What follows belongs to an exercise in optimizing a design on an open flow for small area, a short achievable clock period and few clock cycles; a production flow would make more cautious choices. Where RTL was checked, it was by simulation tests only, not by an equivalence proof against the original. Power and IR drop assume default switching activity.

## jbang_seq
module jbang_seq (
    input  wire        clk,
    input  wire        rst,           
    input  wire [2:0]  bus_addr,      
    input  wire        bus_we,
    input  wire [31:0] bus_wdata,
    output reg  [31:0] bus_rdata,
    output reg         jtag_trst_n,
    output reg         jtag_tck,
    output reg         jtag_tms,
    output reg         jtag_tdi,
    input  wire        jtag_tdo
);
clock: 8.0 ns
lec_check: 0
cap_margin: 20
core_margin: 2
core_utilization: 40
place_density: 0.6
setup_slack_margin: 3.5
slew_margin: 20
synth_hierarchical: 1
synth_memory_max_bits: 16384
run.sh (not shown) runs the stock make flow with config.mk's settings and CLKGATE_MAP_FILE= SYNTH_SCRIPT=/design/flow/synth_recipe.tcl, a recipe that flattens the netlist after the stock synthesis.
Edit:
--- a/flow/design.v
+++ b/flow/design.v
@@ -237,18 +237,19 @@
         case (ph)
             S_C:  pulse_tdi = is_tx ? ((cnt < 6'd4) ? cur_ir[cnt[1:0]] : 1'b1)
                                     : (o_dx ? X[0] : kbit);
             S_C1: pulse_tdi = O[0];
             S_C2: pulse_tdi = o_dx ? dreg : kbit;
             default: pulse_tdi = 1'b0;
         endcase
     end
     reg       chk_fail;
+    reg       chk_r;       
     reg [3:0] chk_code;
     always @* begin
         chk_fail = 1'b0; chk_code = F_CSW;
         case (o_chk)
             C_TAPID:   begin chk_fail = (X[27:0] != 28'hB94402F); chk_code = F_TAP_IDCODE; end
             C_CONNECT: begin chk_fail = (X[3:0] != 4'b1001); chk_code = F_CONNECT; end
             C_R60:     begin chk_fail = (X[31:24] != 8'h60); chk_code = F_ROUTER; end
             C_R2C:     begin chk_fail = (X[31:24] != 8'h2C); chk_code = F_ROUTER; end
             C_DAPID:   begin chk_fail = (X != 32'h3BA00477); chk_code = F_DAP_IDCODE; end
@@ -375,21 +376,21 @@
                                 else go = 1'b1;
                             end
                         end
                     end
                     S_PT: begin
                         n_trst = 1'b1;
                         np = S_E; enter = 1'b1;
                     end
                     S_AL: begin
-                        if (cnt == 6'd32) op_end = 1'b1;
+                        if (cnt == 6'd33) op_end = 1'b1;
                         else begin
-                            n_X = {1'b0, X[31:1]};
+                            if (!cnt[5]) n_X = {1'b0, X[31:1]};
                             n_cnt = cnt + 6'd1;
                         end
                     end
                     default: begin
                         if (ph == S_C2 && cnt == 6'd0 && O != 3'b010) begin
                             n_fault = 1'b1; n_busy = 1'b0; n_fcode = F_ACK;
                         end else begin
                             n_tck = 1'b1;
                             n_tms = pulse_tms;
@@ -405,19 +406,19 @@
                 n_tdi = (np == S_C) && X[0];
                 n_ph = np; n_cnt = 6'd0;
             end
             if (enter) begin
                 n_ph = np;
                 n_cnt = (np == S_AL) ? n_gen : 6'd0;
                 n_eh = !xlo_nz; n_bw = 1'b1; n_nz = 1'b0;
             end
             if (op_end) begin
-                if (chk_fail) begin
+                if (chk_r) begin
                     n_fault = 1'b1; n_busy = 1'b0; n_fcode = chk_code;
                 end else if (o_last) begin
                     n_busy = 1'b0;
                     if (o_res) n_result = X;
                     if (o_kind == K_RST) begin
                         n_tap = TS_RESET; n_sp = 1'b0; n_irv = 1'b0;
                     end
                 end else begin
                     n_upc = upc + 6'd1;
@@ -454,19 +455,19 @@
             arg0 <= n_arg0; arg1 <= n_arg1; result <= n_result;
             busy <= n_busy; fault <= n_fault; overrun <= n_overrun; pin_init_done <= n_pid;
             fcode <= n_fcode; tap_state <= n_tap; shift_phase <= n_sp; ir_valid <= n_irv;
             ir_cache <= n_irc;
             jtag_trst_n <= n_trst; jtag_tck <= n_tck; jtag_tms <= n_tms; jtag_tdi <= n_tdi;
         end
     end
     always @(posedge clk) begin
         X <= n_X; Y <= n_Y; O <= n_O; upc <= n_upc; ph <= n_ph; cnt <= n_cnt;
-        txp <= n_txp; eh <= n_eh; bw <= n_bw; nz <= n_nz;
+        txp <= n_txp; chk_r <= chk_fail; eh <= n_eh; bw <= n_bw; nz <= n_nz;
     end
 endmodule
 module jbang_seq_rdmux (
     input  wire [2:0]  addr,
     input  wire [31:0] arg0,
     input  wire [31:0] arg1,
     input  wire [31:0] result,
     input  wire [31:0] fv,
     input  wire [11:0] st_lo,
The new run completed without violations.
Worst setup slack improved by 0.0085 ns.
Clock power decreases by about 3%.
Clock skew came out lower by 0.0068 ns.
Global-route usage went down by 0.23 points.
Wire length hardly moves.
Sequential share of layout area came out higher by 0.35 points.
Die area rises by 1.4%.
Cell area falls by 1.1%.
Sequential power goes up by about 4%.
Count of clock-buffer cells in the layout came out lower by 1.
Power climbs by about 2.5%.
Synthesized cell count went up by 1.0%.
Non-clock buffer count is lower by 17.
Testbench counts after the change, summed over its fixed seeds: cycles 293,374.
For the first run of this note, only the layout was checked, not whether the RTL still works.

==> separate check: timing with driven ports <==
How much do the figures lean on ideal ports? The routed layouts below were timed once more, with nothing changed but the port constraints. Step 1 (the two cells are an assumption about what drives the block):
set clk [get_ports {clk}]
set_driving_cell -lib_cell sky130_fd_sc_hd__clkbuf_16 $clk
set_driving_cell -lib_cell sky130_fd_sc_hd__buf_2 [delete_from_list [all_inputs] $clk]
Step 2 moves the port delays by t, midway between the first and last clock arrival at a register: inputs arrive t later, outputs are due t later. That takes back most of the time a late clock gives input paths. Slacks: ideal ports / drivers / drivers and shift; pairs: ideal ports / drivers.
| run | t, ns | setup slack, ns | worst setup path at the end |
|---|---|---|---|
| the first run | 0.611 | 3.512 / 3.377 / 3.062 | input to register |
| the second run | 0.613 | 3.520 / 3.432 / 3.003 | input to register |
After both steps setup and hold are still met in every run listed. The setup slack of the second run, which loses most, moves by -0.088 ns with the drivers and by -0.517 ns with both steps.
